This design comes from an exercise in tuning for small area, a short achievable clock period and few clock cycles on the open sky130 flow, not from production work. RTL that was checked went through simulation tests only; none was proved equivalent to the original. Power and IR drop assume default switching activity.

==> v23 <==
Design prf_frame_codec, start of the top module:
module prf_frame_codec (
    input  wire        clk,
    input  wire        rst,
    input  wire        in_valid,
    output wire        in_ready,
    input  wire [1:0]  in_op,
    input  wire [4:0]  in_kind,
    input  wire [31:0] in_data,
    input  wire [2:0]  in_nbytes,
    input  wire        in_last,
    output reg         rsp_valid,
    input  wire        rsp_ready,
    output reg  [1:0]  rsp_status,
    output wire [31:0] rsp_crc,
    output wire [31:0] rsp_rcv,
    output wire [15:0] rsp_expected,
    output wire [15:0] rsp_actual
);
export LEC_CHECK = 0
export CAP_MARGIN = 20
export CORE_MARGIN = 2
export CORE_UTILIZATION = 40
export SLEW_MARGIN = 20
create_clock -name core_clock -period 10.0 [get_ports {clk}]
standard.sh (not shown) runs the stock make flow with config.mk's settings and CLKGATE_MAP_FILE= SYNTH_SCRIPT=/design/flow/synth_recipe.tcl, a recipe that flattens the netlist after the stock synthesis.
==> flow/flow/run.sh <==
#!/bin/bash
# Layout: the standard ORFS flow (standard.sh), with plain buffers on the
# ports and timing repair aimed below the clock period.
set -euo pipefail
source flow/settings.sh
bash standard.sh "${EXTRA[@]}" finish > make_finish.log 2>&1
==> flow/flow/settings.sh <==
EXTRA=(
  "BUFFER_PORTS_ARGS=-buffer_cell sky130_fd_sc_hd__buf_2"
  "SETUP_SLACK_MARGIN=7.2"
  "TNS_END_PERCENT=0"
)
==> inputs of v18, as changes to v23 <==
--- a/flow/design.v
+++ b/flow/design.v
@@ -56,17 +56,17 @@
     localparam [1:0] OP_CRC32  = 2'd1;
     localparam [1:0] OP_DECODE = 2'd3;
     localparam [1:0] ST_OK       = 2'd0;
     localparam [1:0] ST_SIZE     = 2'd1;
     localparam [1:0] ST_CHECKSUM = 2'd2;
-    reg        in_rdy;      
     reg        sk_v;
     reg [31:0] sk_data;
     reg [2:0]  sk_nb;
     reg        sk_last;
     reg [1:0]  sk_op;
     reg [4:0]  sk_kind;
+    reg in_rdy;             
     assign in_ready = in_rdy;
     wire take = in_valid && in_rdy;
     wire [31:0] s_data = sk_v ? sk_data : in_data;
     wire [2:0]  s_nb   = sk_v ? sk_nb   : in_nbytes;
     wire        s_last = sk_v ? sk_last : in_last;
@@ -75,58 +75,59 @@
     reg        q_v;
     reg [31:0] q_data;
     reg [2:0]  q_nb;
     reg        q_last;
     reg        q_first;
+    reg [4:0]  q_k;         
     reg [4:0]  q_kc;        
     reg [4:0]  q_kf;        
     reg        first_n;     
     reg [3:0]  left;        
     reg        tx_chk;      
     reg        tx_dec;      
     reg [4:0]  tx_exp;      
     reg [4:0] s_size;
+    reg [4:0] s_bsz;
     reg [4:0] s_k0;
     reg [3:0] s_rest;
     always @(*) begin
         case (s_kind)
-            5'd0:  begin s_size = 5'd12; s_k0 = 5'b10000; s_rest = 4'd4; end
-            5'd1:  begin s_size = 5'd11; s_k0 = 5'b10000; s_rest = 4'd3; end
-            5'd2:  begin s_size = 5'd14; s_k0 = 5'b10000; s_rest = 4'd6; end
-            5'd3:  begin s_size = 5'd13; s_k0 = 5'b10000; s_rest = 4'd5; end
-            5'd4:  begin s_size = 5'd11; s_k0 = 5'b10000; s_rest = 4'd3; end
-            5'd5:  begin s_size = 5'd10; s_k0 = 5'b10000; s_rest = 4'd2; end
-            5'd6:  begin s_size = 5'd10; s_k0 = 5'b10000; s_rest = 4'd2; end
-            5'd7:  begin s_size = 5'd9; s_k0 = 5'b10000; s_rest = 4'd1; end
-            5'd8:  begin s_size = 5'd8; s_k0 = 5'b10000; s_rest = 4'd0; end
-            5'd9:  begin s_size = 5'd6; s_k0 = 5'b00100; s_rest = 4'd0; end
-            5'd10: begin s_size = 5'd6; s_k0 = 5'b00100; s_rest = 4'd0; end
-            5'd11: begin s_size = 5'd7; s_k0 = 5'b01000; s_rest = 4'd0; end
-            5'd12: begin s_size = 5'd12; s_k0 = 5'b10000; s_rest = 4'd4; end
-            5'd13: begin s_size = 5'd8; s_k0 = 5'b10000; s_rest = 4'd0; end
-            5'd14: begin s_size = 5'd5; s_k0 = 5'b00010; s_rest = 4'd0; end
-            5'd15: begin s_size = 5'd8; s_k0 = 5'b10000; s_rest = 4'd0; end
-            5'd16: begin s_size = 5'd5; s_k0 = 5'b00010; s_rest = 4'd0; end
-            5'd17: begin s_size = 5'd16; s_k0 = 5'b10000; s_rest = 4'd8; end
-            5'd18: begin s_size = 5'd8; s_k0 = 5'b10000; s_rest = 4'd0; end
-            default: begin s_size = 5'd4; s_k0 = 5'b00001; s_rest = 4'd0; end
+            5'd0:  begin s_size = 5'd12; s_bsz = 5'd8; s_k0 = 5'b10000; s_rest = 4'd4; end
+            5'd1:  begin s_size = 5'd11; s_bsz = 5'd7; s_k0 = 5'b10000; s_rest = 4'd3; end
+            5'd2:  begin s_size = 5'd14; s_bsz = 5'd10; s_k0 = 5'b10000; s_rest = 4'd6; end
+            5'd3:  begin s_size = 5'd13; s_bsz = 5'd9; s_k0 = 5'b10000; s_rest = 4'd5; end
+            5'd4:  begin s_size = 5'd11; s_bsz = 5'd7; s_k0 = 5'b10000; s_rest = 4'd3; end
+            5'd5:  begin s_size = 5'd10; s_bsz = 5'd6; s_k0 = 5'b10000; s_rest = 4'd2; end
+            5'd6:  begin s_size = 5'd10; s_bsz = 5'd6; s_k0 = 5'b10000; s_rest = 4'd2; end
+            5'd7:  begin s_size = 5'd9; s_bsz = 5'd5;  s_k0 = 5'b10000; s_rest = 4'd1; end
+            5'd8:  begin s_size = 5'd8; s_bsz = 5'd4;  s_k0 = 5'b10000; s_rest = 4'd0; end
+            5'd9:  begin s_size = 5'd6; s_bsz = 5'd2;  s_k0 = 5'b00100; s_rest = 4'd0; end
+            5'd10: begin s_size = 5'd6; s_bsz = 5'd2;  s_k0 = 5'b00100; s_rest = 4'd0; end
+            5'd11: begin s_size = 5'd7; s_bsz = 5'd3;  s_k0 = 5'b01000; s_rest = 4'd0; end
+            5'd12: begin s_size = 5'd12; s_bsz = 5'd8; s_k0 = 5'b10000; s_rest = 4'd4; end
+            5'd13: begin s_size = 5'd8; s_bsz = 5'd4;  s_k0 = 5'b10000; s_rest = 4'd0; end
+            5'd14: begin s_size = 5'd5; s_bsz = 5'd1;  s_k0 = 5'b00010; s_rest = 4'd0; end
+            5'd15: begin s_size = 5'd8; s_bsz = 5'd4;  s_k0 = 5'b10000; s_rest = 4'd0; end
+            5'd16: begin s_size = 5'd5; s_bsz = 5'd1;  s_k0 = 5'b00010; s_rest = 4'd0; end
+            5'd17: begin s_size = 5'd16; s_bsz = 5'd12; s_k0 = 5'b10000; s_rest = 4'd8; end
+            5'd18: begin s_size = 5'd8; s_bsz = 5'd4;  s_k0 = 5'b10000; s_rest = 4'd0; end
+            default: begin s_size = 5'd4; s_bsz = 5'd0; s_k0 = 5'b00001; s_rest = 4'd0; end
         endcase
     end
     wire [4:0] s_nb1h = {s_nb == 3'd4, s_nb == 3'd3, s_nb == 3'd2, s_nb == 3'd1, s_nb == 3'd0};
     wire       left_ge4 = left[3] || left[2];
     wire [4:0] left1h  = {left_ge4, !left_ge4 && left[1:0] == 2'd3, !left_ge4 && left[1:0] == 2'd2,
                           !left_ge4 && left[1:0] == 2'd1, !left_ge4 && left[1:0] == 2'd0};
-    wire [4:0] s_kc = first_n ? 5'd0 : (tx_dec ? left1h : s_nb1h);
-    wire [4:0] s_kf = first_n ? ((s_op == OP_DECODE) ? s_k0 : s_nb1h) : 5'd0;
+    wire [4:0] s_k = first_n ? ((s_op == OP_DECODE) ? s_k0 : s_nb1h)
+                             : (tx_dec ? left1h : s_nb1h);
     wire [3:0] s_left = first_n ? s_rest : (left_ge4 ? left - 4'd4 : 4'd0);
     reg [31:0] crc;
-    reg [31:0] rcv;         
+    reg [31:0] rcv;
     reg [15:0] count;
+    reg [4:0]  r_exp;
     wire proc = q_v && (!rsp_valid || rsp_ready);
     wire move = !q_v || proc;      
-    wire load = move && (sk_v || take);
-    wire [4:0]  q_k = q_kc | q_kf;
     wire [31:0] bd = {q_data[7:0], q_data[15:8], q_data[23:16], q_data[31:24]};
     wire [31:0] ud = ({32{q_k[4]}} & bd)
                    | ({32{q_k[3]}} & {8'd0,  bd[31:8]})
                    | ({32{q_k[2]}} & {16'd0, bd[31:16]})
                    | ({32{q_k[1]}} & {24'd0, bd[31:24]});
@@ -162,15 +163,15 @@
     wire        size_bad   = tx_chk && (count_next != {11'd0, tx_exp});
     wire        sum_bad    = tx_dec && (crc != rcv_next);
     assign rsp_crc      = crc;
     assign rsp_rcv      = rcv;
     assign rsp_actual   = count;
-    assign rsp_expected = {11'd0, rcv[4:0]};
+    assign rsp_expected = {11'd0, r_exp};
     always @(posedge clk) begin
         if (rst) begin
+            sk_v      <= 1'b0;
             in_rdy    <= 1'b1;
-            sk_v      <= 1'b0;
             q_v       <= 1'b0;
             first_n   <= 1'b1;
             rsp_valid <= 1'b0;
         end else begin
             if (move) begin
@@ -180,11 +181,11 @@
                 sk_v   <= 1'b1;
                 in_rdy <= 1'b0;
             end
             if (move)
                 q_v <= sk_v || take;
-            if (load)
+            if (move && (sk_v || take))
                 first_n <= s_last;
             if (proc)
                 rsp_valid <= q_last;
             else if (rsp_ready)
                 rsp_valid <= 1'b0;
@@ -196,33 +197,31 @@
             sk_nb   <= in_nbytes;
             sk_last <= in_last;
             sk_op   <= in_op;
             sk_kind <= in_kind;
         end
-        if (move) begin
+        if (move && (sk_v || take)) begin
             q_data  <= s_data;
             q_nb    <= s_nb;
             q_last  <= s_last;
             q_first <= first_n;
-            q_kc    <= s_kc;
-            q_kf    <= s_kf;
-        end
-        if (load) begin
+            q_k     <= s_k;
+            q_kc    <= first_n ? 5'd0 : s_k;
+            q_kf    <= first_n ? s_k : 5'd0;
             left    <= s_left;
             if (first_n) begin
-                tx_chk  <= (s_op != OP_CRC32);
-                tx_dec  <= (s_op == OP_DECODE);
-                tx_exp  <= (s_op == OP_DECODE) ? s_size : s_size - 5'd4;
+                tx_chk <= (s_op != OP_CRC32);
+                tx_dec <= (s_op == OP_DECODE);
+                tx_exp <= (s_op == OP_DECODE) ? s_size : s_bsz;
             end
         end
         if (proc) begin
             crc   <= crc_next;
+            rcv   <= rcv_next;
             count <= count_next;
-            rcv   <= rcv_next;
             if (q_last) begin
-                if (size_bad)
-                    rcv[4:0] <= tx_exp;
+                r_exp      <= tx_exp;
                 rsp_status <= size_bad ? ST_SIZE : (sum_bad ? ST_CHECKSUM : ST_OK);
             end
         end
     end
 endmodule
==> flow/flow/settings.sh (replaced) <==
EXTRA=(
  "BUFFER_PORTS_ARGS=-buffer_cell sky130_fd_sc_hd__buf_2"
  "SETUP_SLACK_MARGIN=6.9"
  "TNS_END_PERCENT=0"
  "CTS_CLUSTER_SIZE=40"
  "CTS_CLUSTER_DIAMETER=100"
)
==> inputs of v13, as changes to v23 <==
--- a/flow/design.v
+++ b/flow/design.v
@@ -56,17 +56,17 @@
     localparam [1:0] OP_CRC32  = 2'd1;
     localparam [1:0] OP_DECODE = 2'd3;
     localparam [1:0] ST_OK       = 2'd0;
     localparam [1:0] ST_SIZE     = 2'd1;
     localparam [1:0] ST_CHECKSUM = 2'd2;
-    reg        in_rdy;      
     reg        sk_v;
     reg [31:0] sk_data;
     reg [2:0]  sk_nb;
     reg        sk_last;
     reg [1:0]  sk_op;
     reg [4:0]  sk_kind;
+    reg in_rdy;             
     assign in_ready = in_rdy;
     wire take = in_valid && in_rdy;
     wire [31:0] s_data = sk_v ? sk_data : in_data;
     wire [2:0]  s_nb   = sk_v ? sk_nb   : in_nbytes;
     wire        s_last = sk_v ? sk_last : in_last;
@@ -75,10 +75,11 @@
     reg        q_v;
     reg [31:0] q_data;
     reg [2:0]  q_nb;
     reg        q_last;
     reg        q_first;
+    reg [4:0]  q_k;         
     reg [4:0]  q_kc;        
     reg [4:0]  q_kf;        
     reg        first_n;     
     reg [3:0]  left;        
     reg        tx_chk;      
@@ -94,39 +95,38 @@
             5'd2:  begin s_size = 5'd14; s_k0 = 5'b10000; s_rest = 4'd6; end
             5'd3:  begin s_size = 5'd13; s_k0 = 5'b10000; s_rest = 4'd5; end
             5'd4:  begin s_size = 5'd11; s_k0 = 5'b10000; s_rest = 4'd3; end
             5'd5:  begin s_size = 5'd10; s_k0 = 5'b10000; s_rest = 4'd2; end
             5'd6:  begin s_size = 5'd10; s_k0 = 5'b10000; s_rest = 4'd2; end
-            5'd7:  begin s_size = 5'd9; s_k0 = 5'b10000; s_rest = 4'd1; end
-            5'd8:  begin s_size = 5'd8; s_k0 = 5'b10000; s_rest = 4'd0; end
-            5'd9:  begin s_size = 5'd6; s_k0 = 5'b00100; s_rest = 4'd0; end
-            5'd10: begin s_size = 5'd6; s_k0 = 5'b00100; s_rest = 4'd0; end
-            5'd11: begin s_size = 5'd7; s_k0 = 5'b01000; s_rest = 4'd0; end
+            5'd7:  begin s_size = 5'd9;  s_k0 = 5'b10000; s_rest = 4'd1; end
+            5'd8:  begin s_size = 5'd8;  s_k0 = 5'b10000; s_rest = 4'd0; end
+            5'd9:  begin s_size = 5'd6;  s_k0 = 5'b00100; s_rest = 4'd0; end
+            5'd10: begin s_size = 5'd6;  s_k0 = 5'b00100; s_rest = 4'd0; end
+            5'd11: begin s_size = 5'd7;  s_k0 = 5'b01000; s_rest = 4'd0; end
             5'd12: begin s_size = 5'd12; s_k0 = 5'b10000; s_rest = 4'd4; end
-            5'd13: begin s_size = 5'd8; s_k0 = 5'b10000; s_rest = 4'd0; end
-            5'd14: begin s_size = 5'd5; s_k0 = 5'b00010; s_rest = 4'd0; end
-            5'd15: begin s_size = 5'd8; s_k0 = 5'b10000; s_rest = 4'd0; end
-            5'd16: begin s_size = 5'd5; s_k0 = 5'b00010; s_rest = 4'd0; end
+            5'd13: begin s_size = 5'd8;  s_k0 = 5'b10000; s_rest = 4'd0; end
+            5'd14: begin s_size = 5'd5;  s_k0 = 5'b00010; s_rest = 4'd0; end
+            5'd15: begin s_size = 5'd8;  s_k0 = 5'b10000; s_rest = 4'd0; end
+            5'd16: begin s_size = 5'd5;  s_k0 = 5'b00010; s_rest = 4'd0; end
             5'd17: begin s_size = 5'd16; s_k0 = 5'b10000; s_rest = 4'd8; end
-            5'd18: begin s_size = 5'd8; s_k0 = 5'b10000; s_rest = 4'd0; end
+            5'd18: begin s_size = 5'd8;  s_k0 = 5'b10000; s_rest = 4'd0; end
             default: begin s_size = 5'd4; s_k0 = 5'b00001; s_rest = 4'd0; end
         endcase
     end
     wire [4:0] s_nb1h = {s_nb == 3'd4, s_nb == 3'd3, s_nb == 3'd2, s_nb == 3'd1, s_nb == 3'd0};
     wire       left_ge4 = left[3] || left[2];
     wire [4:0] left1h  = {left_ge4, !left_ge4 && left[1:0] == 2'd3, !left_ge4 && left[1:0] == 2'd2,
                           !left_ge4 && left[1:0] == 2'd1, !left_ge4 && left[1:0] == 2'd0};
-    wire [4:0] s_kc = first_n ? 5'd0 : (tx_dec ? left1h : s_nb1h);
-    wire [4:0] s_kf = first_n ? ((s_op == OP_DECODE) ? s_k0 : s_nb1h) : 5'd0;
+    wire [4:0] s_k = first_n ? ((s_op == OP_DECODE) ? s_k0 : s_nb1h)
+                             : (tx_dec ? left1h : s_nb1h);
     wire [3:0] s_left = first_n ? s_rest : (left_ge4 ? left - 4'd4 : 4'd0);
     reg [31:0] crc;
-    reg [31:0] rcv;         
+    reg [31:0] rcv;
     reg [15:0] count;
+    reg [4:0]  r_exp;
     wire proc = q_v && (!rsp_valid || rsp_ready);
     wire move = !q_v || proc;      
-    wire load = move && (sk_v || take);
-    wire [4:0]  q_k = q_kc | q_kf;
     wire [31:0] bd = {q_data[7:0], q_data[15:8], q_data[23:16], q_data[31:24]};
     wire [31:0] ud = ({32{q_k[4]}} & bd)
                    | ({32{q_k[3]}} & {8'd0,  bd[31:8]})
                    | ({32{q_k[2]}} & {16'd0, bd[31:16]})
                    | ({32{q_k[1]}} & {24'd0, bd[31:24]});
@@ -162,15 +162,15 @@
     wire        size_bad   = tx_chk && (count_next != {11'd0, tx_exp});
     wire        sum_bad    = tx_dec && (crc != rcv_next);
     assign rsp_crc      = crc;
     assign rsp_rcv      = rcv;
     assign rsp_actual   = count;
-    assign rsp_expected = {11'd0, rcv[4:0]};
+    assign rsp_expected = {11'd0, r_exp};
     always @(posedge clk) begin
         if (rst) begin
+            sk_v      <= 1'b0;
             in_rdy    <= 1'b1;
-            sk_v      <= 1'b0;
             q_v       <= 1'b0;
             first_n   <= 1'b1;
             rsp_valid <= 1'b0;
         end else begin
             if (move) begin
@@ -180,11 +180,11 @@
                 sk_v   <= 1'b1;
                 in_rdy <= 1'b0;
             end
             if (move)
                 q_v <= sk_v || take;
-            if (load)
+            if (move && (sk_v || take))
                 first_n <= s_last;
             if (proc)
                 rsp_valid <= q_last;
             else if (rsp_ready)
                 rsp_valid <= 1'b0;
@@ -196,33 +196,31 @@
             sk_nb   <= in_nbytes;
             sk_last <= in_last;
             sk_op   <= in_op;
             sk_kind <= in_kind;
         end
-        if (move) begin
+        if (move && (sk_v || take)) begin
             q_data  <= s_data;
             q_nb    <= s_nb;
             q_last  <= s_last;
             q_first <= first_n;
-            q_kc    <= s_kc;
-            q_kf    <= s_kf;
-        end
-        if (load) begin
+            q_k     <= s_k;
+            q_kc    <= first_n ? 5'd0 : s_k;
+            q_kf    <= first_n ? s_k : 5'd0;
             left    <= s_left;
             if (first_n) begin
-                tx_chk  <= (s_op != OP_CRC32);
-                tx_dec  <= (s_op == OP_DECODE);
-                tx_exp  <= (s_op == OP_DECODE) ? s_size : s_size - 5'd4;
+                tx_chk <= (s_op != OP_CRC32);
+                tx_dec <= (s_op == OP_DECODE);
+                tx_exp <= (s_op == OP_DECODE) ? s_size : s_size - 5'd4;
             end
         end
         if (proc) begin
             crc   <= crc_next;
+            rcv   <= rcv_next;
             count <= count_next;
-            rcv   <= rcv_next;
             if (q_last) begin
-                if (size_bad)
-                    rcv[4:0] <= tx_exp;
+                r_exp      <= tx_exp;
                 rsp_status <= size_bad ? ST_SIZE : (sum_bad ? ST_CHECKSUM : ST_OK);
             end
         end
     end
 endmodule
==> flow/flow/settings.sh (replaced) <==
EXTRA=(
  "BUFFER_PORTS_ARGS=-buffer_cell sky130_fd_sc_hd__buf_2"
  "SETUP_SLACK_MARGIN=7.2"
)
==> summary of the runs <==
- Total power, highest first: v13, v18, v23.
- The lowest design area belongs to v18, the highest to v13.
- Of v18 and v13, v13 has the higher clock skew (gap 0.0072 ns).
- Worst hold slack: v23 is higher than v18 (0.074 ns).
- Routed wire length: v13 > v23 > v18.
- Via count, lowest first: v18, v23, v13.
- Utilization, highest first: v13, v23, v18.
- Final cell count: v23 is lower than v13 (4.4%).
- In v18 the first-iteration DRC count is lower than in v13, by about 15%.
- Sequential share of layout area: v13 is lower than v23 (1.8 points).
Testbench counts of v18, summed over its fixed seeds: cycles 12,333.
Testbench counts of v13, summed over its fixed seeds: cycles 12,333.
The RTL of v23 was laid out without a check of its function.

port drivers added, routing unchanged:
How much do the figures lean on ideal ports? The routed layouts below were timed once more, with nothing changed but the port constraints.
Step 1: set_driving_cell puts a clkbuf_16 on clk and a buf_2 on each other input, an assumption about the parent block.
Step 2 times the ports against the registers' clock, not the clock port: input delays grow and output delays shrink by t, the midpoint of the rising clock arrivals with the driver on.
Slacks: ideal ports / drivers / drivers and shift; pairs: ideal ports / drivers.
| run | shift t [ns] | setup WS [ns] | clock arrival spread, ns | worst slew at a driven data input, ns | cell pins on the clock port's net |
|---|---|---|---|---|---|
| v23 | 0.508 | 6.778 / 6.778 / 6.355 | 0.013 / 0.012 | 0.03 | 1 |
| v18 | 0.485 | 6.706 / 6.656 / 6.307 | 0.009 / 0.009 | 0.05 | 1 |
| v13 | 0.500 | 6.779 / 6.729 / 6.332 | 0.016 / 0.015 | 0.05 | 1 |
After both steps setup and hold are still met in every run listed. For v13, which loses most, drivers alone change the setup slack by -0.050 ns; drivers and shift together by -0.447 ns.
